What follows belongs to an exercise in optimizing a design on an open flow for small area; a production flow would make more cautious choices.
RTL that was checked went through simulation tests only; none was proved equivalent to the original.
No activity file was given, so power comes from the tool's default toggle rates.

## thermo8_cts
module thermo8_cts (
    input  wire        clk,
    input  wire        rst,
    input  wire        cmd_valid,
    output wire        cmd_ready,
    input  wire [31:0] cmd_word,
    input  wire [31:0] cmd_x,
    output reg         rsp_valid,
    output wire [31:0] rsp_res,
    output wire [2:0]  rsp_err,
    output wire [7:0]  rsp_err_info,
    input  wire        alert_in,
    output wire        bus_req_valid,
    output reg  [2:0]  bus_req_kind,
    output reg  [7:0]  bus_req_byte,
    output wire        bus_req_ack,
    input  wire        bus_rsp_valid,
    input  wire [1:0]  bus_rsp_code,
    input  wire [7:0]  bus_rsp_data,
    output reg         settle_start,
    input  wire        settle_done
);
Size in the first run: roughly 410 cells after synthesis, ~140 I/O pins, roughly 3300 µm² of cells after synthesis.
==> flow/config.mk <==
export PLATFORM = sky130hd
export DESIGN_NAME = thermo8_cts
export DESIGN_NICKNAME = thermo8_cts
export VERILOG_FILES = /design/flow/design.v
export SDC_FILE = /design/flow/constraint.sdc
export NUM_CORES = 4
export LEC_CHECK = 0
export ABC_AREA = 1
export CAP_MARGIN = 20
export CORE_MARGIN = 2
export CORE_UTILIZATION = 40
export PLACE_DENSITY = 0.6
export SLEW_MARGIN = 20
==> flow/constraint.sdc <==
create_clock -name core_clock -period 10.0 [get_ports {clk}]
set_input_delay 2.0000 -clock core_clock [delete_from_list [all_inputs] [get_ports {clk}]]
set_output_delay 2.0000 -clock core_clock [all_outputs]
set_load 0.01 [all_outputs]
standard.sh (not shown) runs the stock make flow with config.mk's settings and CLKGATE_MAP_FILE= SYNTH_SCRIPT=/design/flow/synth_recipe.tcl, a recipe that flattens the netlist after the stock synthesis.
==> flow/flow/run.sh <==
#!/bin/bash
# The standard layout with two changes:
#  - synthesis maps the logic with an area-oriented ABC script (flow/area.abc) and
#    without the adder cell mapping; the flip-flops are mapped as the standard
#    synthesis maps them (same cells, same names);
#  - the port buffers use the smallest buffer cell.
set -euo pipefail
here=$PWD
export BUFFER_PORTS_ARGS="-buffer_cell sky130_fd_sc_hd__buf_1"
export MY_ABC_SCRIPT=$here/flow/area.abc
sed -e "s#SYNTH_SCRIPT=[^ ]*#SYNTH_SCRIPT=$here/flow/synth.tcl ADDER_MAP_FILE=#" standard.sh > own_standard.sh
bash own_standard.sh synth > synth.log 2>&1
bash standard.sh finish > finish.log 2>&1
==> flow/flow/area.abc <==
strash
&get -n
&deepsyn -T 30
&nf -a -R 1000
&put
==> flow/flow/synth.tcl <==
proc synth {args} { yosys synth -nofsm -noshare {*}$args }
proc abc {args} {
  set i [lsearch -exact $args -script]
  if {$i >= 0} { set args [lreplace $args $i [expr {$i + 1}] -script $::env(MY_ABC_SCRIPT)] }
  yosys abc {*}$args
}
source $::env(SCRIPTS_DIR)/synth.tcl
# left out here: clear keep_hierarchy, flatten, clean up, hide names made inside functions, write 1_2_yosys.v
Next try:
--- a/flow/flow/run.sh
+++ b/flow/flow/run.sh
@@ -1,3 +1,3 @@
 #!/bin/bash
-# The standard layout with two changes:
+# The standard layout with these changes:
 #  - synthesis maps the logic with an area-oriented ABC script (flow/area.abc) and
@@ -5,3 +5,5 @@
 #    synthesis maps them (same cells, same names);
-#  - the port buffers use the smallest buffer cell.
+#  - the port buffers use the smallest buffer cell;
+#  - the constant outputs share one tie cell;
+#  - clock tree synthesis adds no dummy loads.
 set -euo pipefail
@@ -9,2 +11,4 @@
 export BUFFER_PORTS_ARGS="-buffer_cell sky130_fd_sc_hd__buf_1"
+export SKIP_REPAIR_TIE_FANOUT=1
+export CTS_ARGS="-sink_clustering_enable -repair_clock_nets -dont_use_dummy_load -sink_clustering_size 50 -sink_clustering_max_diameter 200"
 export MY_ABC_SCRIPT=$here/flow/area.abc
Clock-buffer cell count is unchanged.
First-iteration DRC count decreases by a quarter to a third.
Flip-flop and latch count is unchanged.
Power decreases by roughly a tenth.
Sequential power stays flat.
Synthesized cell count stays the same.
Global-route usage increases by 0.29 points.

Setup of 08-14:
thermo8_cts, a different RTL version from the one above (not shown whole).
Size: about 410 cells after synthesis, about 3200 um^2 of cells after synthesis.
==> flow/config.mk <==
export PLATFORM = sky130hd
export DESIGN_NAME = thermo8_cts
export DESIGN_NICKNAME = thermo8_cts
export VERILOG_FILES = /design/flow/design.v
export SDC_FILE = /design/flow/constraint.sdc
export NUM_CORES = 4
export LEC_CHECK = 0
export ABC_AREA = 1
export CAP_MARGIN = 20
export CORE_MARGIN = 2
export CORE_UTILIZATION = 40
export PLACE_DENSITY = 0.6
export SLEW_MARGIN = 20
==> flow/constraint.sdc <==
create_clock -name core_clock -period 10.0 [get_ports {clk}]
set_input_delay 2.0000 -clock core_clock [delete_from_list [all_inputs] [get_ports {clk}]]
set_output_delay 2.0000 -clock core_clock [all_outputs]
set_load 0.01 [all_outputs]
==> flow/flow/run.sh <==
#!/bin/bash
# The standard layout with these changes:
#  - synthesis maps the logic with an area-oriented ABC script (flow/area.abc) and
#    without the adder cell mapping; the flip-flops are mapped as the standard
#    synthesis maps them (same cells, same names);
#  - the port buffers use the smallest buffer cell;
#  - the constant outputs share one tie cell;
#  - clock tree synthesis adds no dummy loads.
set -euo pipefail
here=$PWD
export BUFFER_PORTS_ARGS="-buffer_cell sky130_fd_sc_hd__buf_1"
export SKIP_REPAIR_TIE_FANOUT=1
export CTS_ARGS="-sink_clustering_enable -repair_clock_nets -dont_use_dummy_load -sink_clustering_size 50 -sink_clustering_max_diameter 200 -sink_buffer_max_cap_derate 3.0"
export MY_ABC_SCRIPT=$here/flow/area.abc
sed -e "s#SYNTH_SCRIPT=[^ ]*#SYNTH_SCRIPT=$here/flow/synth.tcl ADDER_MAP_FILE=#" standard.sh > own_standard.sh
bash own_standard.sh synth > synth.log 2>&1
bash standard.sh finish > finish.log 2>&1
Scripts as last shown in full above: flow/flow/area.abc, flow/flow/synth.tcl
Flow for 08-14 halted at clock tree synthesis, error code CTS-0109.
--- input diff 08-14..03-26 ---
-- flow/flow/run.sh --
<<< 08-14, line 11
export BUFFER_PORTS_ARGS="-buffer_cell sky130_fd_sc_hd__buf_1"
export SKIP_REPAIR_TIE_FANOUT=1
export CTS_ARGS="-sink_clustering_enable -repair_clock_nets -dont_use_dummy_load -sink_clustering_size 50 -sink_clustering_max_diameter 200 -sink_buffer_max_cap_derate 3.0"
export MY_ABC_SCRIPT=$here/flow/area.abc
sed -e "s#SYNTH_SCRIPT=[^ ]*#SYNTH_SCRIPT=$here/flow/synth.tcl ADDER_MAP_FILE=#" standard.sh > own_standard.sh
>>> 03-26, line 11
export BUFFER_PORTS_ARGS="-buffer_cell sky130_fd_sc_hd__buf_1"
export SKIP_REPAIR_TIE_FANOUT=1
export CTS_ARGS="-sink_clustering_enable -repair_clock_nets -dont_use_dummy_load"
export MY_ABC_SCRIPT=$here/flow/area.abc
sed -e "s#SYNTH_SCRIPT=[^ ]*#SYNTH_SCRIPT=$here/flow/synth.tcl ADDER_MAP_FILE=#" standard.sh > own_standard.sh
Findings:
03-26 went all the way through the flow, and no timing, DRC or antenna check failed. Comparing 03-26 against 08-14, there is no change at all in mux cell area share after synthesis. Re synthesized instance count: no difference whatsoever between 08-14 and 03-26. Diff 03-26..08-14 | synthesized cell area | unchanged. From 03-26 to 08-14, sequential share of the synthesized area did not move at all. Share of synthesized registers carrying an async set or reset: 03-26 vs 08-14 identical. Count of pins on the block boundary essentially unchanged between 03-26 and 08-14. Comparing 03-26 against 08-14, there is no change at all in number of input and output port buffers inserted. Total half-perimeter wirelength after legalization and detailed placement: 03-26 vs 08-14 identical. As far as count of cell types in the netlist goes, 08-14 and 03-26 are indistinguishable; the numbers are identical. Reported for 03-26 and 08-14, count of flip-flops with a built-in enable after synthesis turned out identical to the last digit.
No functional check of the RTL was part of any run of this note.

thermo8_cts, a different RTL version from the one above (not shown whole).
Size in the first run: about 380 cells after synthesis, about 140 I/O pins.
## thermo8_cts
module thermo8_cts (
    input  wire        clk,
    input  wire        rst,
    input  wire        cmd_valid,
    output wire        cmd_ready,
    input  wire [31:0] cmd_word,
    input  wire [31:0] cmd_x,
    output reg         rsp_valid,
    output wire [31:0] rsp_res,
    output wire [2:0]  rsp_err,
    output wire [7:0]  rsp_err_info,
    input  wire        alert_in,
    output wire        bus_req_valid,
    output reg  [2:0]  bus_req_kind,
    output reg  [7:0]  bus_req_byte,
    output wire        bus_req_ack,
    input  wire        bus_rsp_valid,
    input  wire [1:0]  bus_rsp_code,
    input  wire [7:0]  bus_rsp_data,
    output wire        settle_start,
    input  wire        settle_done
);
export LEC_CHECK = 0
export ABC_AREA = 1
export CAP_MARGIN = 20
export CORE_MARGIN = 2
export CORE_UTILIZATION = 65
export PLACE_DENSITY = 0.8
export SLEW_MARGIN = 20
create_clock -name core_clock -period 10.0 [get_ports {clk}]
==> flow/flow/run.sh <==
#!/bin/bash
# The standard layout with these changes:
#  - synthesis maps the logic with area-oriented ABC scripts (flow/area*.abc,
#    the same script with four random seeds; the smallest mapping is kept) and
#    without the adder cell mapping; the flip-flops are mapped as the standard
#    synthesis maps them (same cells, same names);
#  - the port buffers use the smallest buffer cell;
#  - the constant outputs share one tie cell;
#  - clock tree synthesis adds no dummy loads.
set -euo pipefail
here=$PWD
export BUFFER_PORTS_ARGS="-buffer_cell sky130_fd_sc_hd__buf_1"
export SKIP_REPAIR_TIE_FANOUT=1
export CTS_ARGS="-sink_clustering_enable -repair_clock_nets -dont_use_dummy_load -buf_list sky130_fd_sc_hd__clkbuf_16"
export MY_ABC_SCRIPTS="$here/flow/area1.abc $here/flow/area2.abc $here/flow/area3.abc $here/flow/area4.abc"
sed -e "s#SYNTH_SCRIPT=[^ ]*#SYNTH_SCRIPT=$here/flow/synth.tcl ADDER_MAP_FILE=#" standard.sh > own_standard.sh
bash own_standard.sh synth > synth.log 2>&1
bash standard.sh finish > finish.log 2>&1
==> flow/flow/area1.abc <==
strash
&get -n
&deepsyn -T 20 -S 1
&nf -a -R 1000
&put
==> flow/flow/area2.abc <==
strash
&get -n
&deepsyn -T 20 -S 2
&nf -a -R 1000
&put
==> flow/flow/area3.abc <==
strash
&get -n
&deepsyn -T 20 -S 3
&nf -a -R 1000
&put
==> flow/flow/area4.abc <==
strash
&get -n
&deepsyn -T 20 -S 4
&nf -a -R 1000
&put
==> flow/flow/synth.tcl <==
proc synth {args} { yosys synth -nofsm -noshare {*}$args }
# Map the logic several times, each with an ABC script of its own
# (MY_ABC_SCRIPTS), and keep the mapping with the least cell area. The
# flip-flops are mapped before this step and are not touched by it.
proc abc {args} {
  set i [lsearch -exact $args -script]
  set lib [lindex $args [expr {[lsearch -exact $args -liberty] + 1}]]
  set best_area 1e18
  set best ""
  yosys design -save pre_abc
  foreach script $::env(MY_ABC_SCRIPTS) {
    yosys design -load pre_abc
    if {$i >= 0} { set run_args [lreplace $args $i [expr {$i + 1}] -script $script] } else { set run_args [concat $args [list -script $script]] }
    yosys abc {*}$run_args
    set report [tee -q -s result.string stat -liberty $lib]
    regexp {Chip area for module[^:]*:\s*([0-9.]+)} $report -> area
    puts "abc script $script: cell area $area"
    if {$area < $best_area} {
      set best_area $area
      set best $script
      yosys design -save best_abc
    }
  }
  puts "kept the mapping of $best: cell area $best_area"
  yosys design -load best_abc
}
source $::env(SCRIPTS_DIR)/synth.tcl
# left out here: clear keep_hierarchy, flatten, clean up, hide names made inside functions, write 1_2_yosys.v
Edit:
--- a/flow/flow/run.sh
+++ b/flow/flow/run.sh
@@ -14 +14 @@
-export CTS_ARGS="-sink_clustering_enable -repair_clock_nets -dont_use_dummy_load -buf_list sky130_fd_sc_hd__clkbuf_16"
+export CTS_ARGS="-sink_clustering_enable -repair_clock_nets -dont_use_dummy_load"
- CORE_UTILIZATION: 65 -> 40
- PLACE_DENSITY: 0.8 -> 0.6
Routed wire length came out higher by a few percent. Cell count came out higher by roughly a tenth. Clock-buffer cell count is unchanged. Sequential power is about the same. First-iteration DRC count came out lower by well over a third. Critical path depth does not change. Global-route usage came out lower by 13 points. Design area came out higher slightly.

thermo8_cts, a different RTL version from the one above (not shown whole).
Size in the first run: about 550 cells after synthesis, roughly 44 flip-flops, roughly 140 I/O pins.
clock: 10.0 ns
lec_check: 0
cap_margin: 20
core_margin: 2
core_utilization: 40
place_density: 0.6
slew_margin: 20
run.sh (not shown) runs the stock make flow with config.mk's settings and CLKGATE_MAP_FILE= SYNTH_SCRIPT=/design/flow/synth_recipe.tcl, a recipe that flattens the netlist after the stock synthesis.
Stock flow here: none of the scripts above is used.
Change:
==> flow/flow/run.sh (new file) <==
#!/bin/bash
# Standard layout, with the port buffers made of the smallest buffer cell.
set -euo pipefail
export BUFFER_PORTS_ARGS="-buffer_cell sky130_fd_sc_hd__buf_1"
bash standard.sh finish > standard_finish.log 2>&1
==> flow/standard.sh (new file) <==
#!/bin/bash
# synth_recipe.tcl (not shown) runs the flow's synth.tcl, then flattens the netlist and writes it again
# the make line also repeats each setting of config.mk as NAME=value (left out here)
make -C /OpenROAD-flow-scripts/flow DESIGN_CONFIG=/design/flow/config.mk WORK_HOME=/design/flow/orfs CLKGATE_MAP_FILE= SYNTH_SCRIPT=/design/flow/synth_recipe.tcl "${@:-finish}"
--- a/flow/config.mk
+++ b/flow/config.mk
@@ -6,4 +6,5 @@
 export NUM_CORES = 4
 export LEC_CHECK = 0
+export ABC_AREA = 1
 export CAP_MARGIN = 20
 export CORE_MARGIN = 2
removed: flow/run.sh
Effect:
- final area goes down by 13%
- clock power goes up by about 4%
- wire length goes down by 7.7%
- global-route usage goes down by 1.9 points
- fmax goes up by 14%
- synthesized cell count goes up by 17%
- hold slack improves by 44 ps
- setup slack improves by 670 ps
- die area goes down by 1.0%
- total power goes down by 2.7%

Setup of indigo:
thermo8_cts with an RTL version that a note above also has.
Size in the first run: ~140 I/O pins, ~3300 sq um of cells after synthesis.
export LEC_CHECK = 0
export ABC_AREA = 1
export CAP_MARGIN = 20
export CORE_MARGIN = 2
export CORE_UTILIZATION = 40
export CTS_CLUSTER_DIAMETER = 200
export CTS_CLUSTER_SIZE = 50
export PLACE_DENSITY = 0.6
export SLEW_MARGIN = 20
create_clock -name core_clock -period 10.0 [get_ports {clk}]
standard.sh (not shown) runs the stock make flow with config.mk's settings and CLKGATE_MAP_FILE= SYNTH_SCRIPT=/design/flow/synth_recipe.tcl, a recipe that flattens the netlist after the stock synthesis.
==> flow/flow/run.sh <==
#!/bin/bash
# The standard layout with these changes:
#  - synthesis maps the logic with an area-oriented ABC script (flow/area.abc) and
#    without the adder cell mapping; the flip-flops are mapped as the standard
#    synthesis maps them (same cells, same names);
#  - the port buffers use the smallest buffer cell;
#  - the constant outputs share one tie cell;
#  - clock tree synthesis adds no dummy loads.
set -euo pipefail
here=$PWD
export BUFFER_PORTS_ARGS="-buffer_cell sky130_fd_sc_hd__buf_1"
export SKIP_REPAIR_TIE_FANOUT=1
export CTS_ARGS="-sink_clustering_enable -repair_clock_nets -dont_use_dummy_load"
export MY_ABC_SCRIPT=$here/flow/area.abc
sed -e "s#SYNTH_SCRIPT=[^ ]*#SYNTH_SCRIPT=$here/flow/synth.tcl ADDER_MAP_FILE=#" standard.sh > own_standard.sh
bash own_standard.sh synth > synth.log 2>&1
bash standard.sh finish > finish.log 2>&1
==> flow/flow/synth.tcl <==
proc synth {args} { yosys synth -nofsm -noshare {*}$args }
proc abc {args} {
  set i [lsearch -exact $args -script]
  if {$i >= 0} { set args [lreplace $args $i [expr {$i + 1}] -script $::env(MY_ABC_SCRIPT)] }
  yosys abc {*}$args
}
source $::env(SCRIPTS_DIR)/synth.tcl
# left out here: clear keep_hierarchy, flatten, clean up, hide names made inside functions, write 1_2_yosys.v
Scripts as last shown in full above: flow/flow/area.abc
indigo: no failed stages, no open violations at the end
Setup changes, indigo to willow
- a deleted CTS_CLUSTER_SIZE that had been 50
- a deleted CTS_CLUSTER_DIAMETER that had been 200
- an added GPL_TIMING_DRIVEN of 0
==> comparison <==
- Re register-to-register slack: willow and indigo aren't equal, and the lower value belongs to willow.
- NOTE: signed area change from the synthesized netlist to the final layout in willow exceeds that of indigo
- willow vs indigo, combinational group share of total power went up by 1.2 points.
- Comparing willow and indigo, the higher final-layout non-clock buffer area share is on willow.
- Summary of willow over indigo: routed wire length went up, routability congestion estimate went down.
- Taking indigo as the reference, in willow highest attainable clock frequency increased 0.91%, largest stage delay on the critical path decreased 0.04 ns.
- | final cell count | willow vs indigo | about 2.6% higher |
- willow does better than indigo on setup slack.
- indigo consumes less power than willow.
Edits applied to the flow inputs when going from willow to yarrow:
- GPL_TIMING_DRIVEN no longer set, was 0
[summary]
Per the comparison of yarrow with willow, synthesized area per cell held steady, worst path arrival time went up by 0.03 ns, wire length after detailed routing now smaller, least setup slack across all paths after layout now sits lower, worst-case reg-to-reg path depth about even.
Clock slew at the register clock pins of the worst setup and hold paths across willow and yarrow: no real change.
Share of the core filled with cells ends up higher on willow.
On highest clock frequency the design can meet, willow beats yarrow.
Area of the die across willow and yarrow: no real change.
yarrow vs willow on combinational cell fraction of total power: yarrow is the lower one.
Diff willow -> yarrow | total combinational power | down by a little under 10%

## re-timing with driven ports
In the flow no input, the clock included, has a driving cell. The finished layouts below were timed again as built, in two steps. Step 1, drivers: a clkbuf_16 drives clk and a buf_2 each remaining input, both assumed. Step 2 times the ports against the registers' clock, not the clock port: input delays grow and output delays shrink by t, the midpoint of the rising clock arrivals with the driver on. Three values: no drivers, after step 1, after step 2; two values: the first two.
run	shift t [ns]	setup WS [ns]	hold WS [ns]	worst setup path at the end
the first run of note 1	0.323	5.069 / 5.079 / 4.756	0.456 / 0.456 / 0.456	input to register
the second run of note 1	0.318	4.974 / 4.983 / 4.665	0.459 / 0.459 / 0.459	input to register
03-26	0.315	4.763 / 4.732 / 4.770	0.447 / 0.447 / 0.447	input to register
the first run of note 3	0.308	4.692 / 4.703 / 4.395	0.452 / 0.452 / 0.452	input to register
the second run of note 3	0.318	4.618 / 4.624 / 4.306	0.447 / 0.447 / 0.447	input to register
the first run of note 4	0.322	4.590 / 4.558 / 4.880	0.466 / 0.466 / 0.466	register to output
the second run of note 4	0.339	5.260 / 5.228 / 5.565	0.510 / 0.510 / 0.510	input to register
indigo	0.318	4.974 / 4.983 / 4.665	0.459 / 0.459 / 0.459	input to register
willow	0.324	5.019 / 5.029 / 4.705	0.461 / 0.461 / 0.461	input to register
yarrow	0.318	4.974 / 4.983 / 4.665	0.459 / 0.459 / 0.459	input to register
After both steps every run listed still meets setup and hold. The setup slack of willow, which loses most, moves by +0.010 ns with the drivers and by -0.314 ns with both steps.
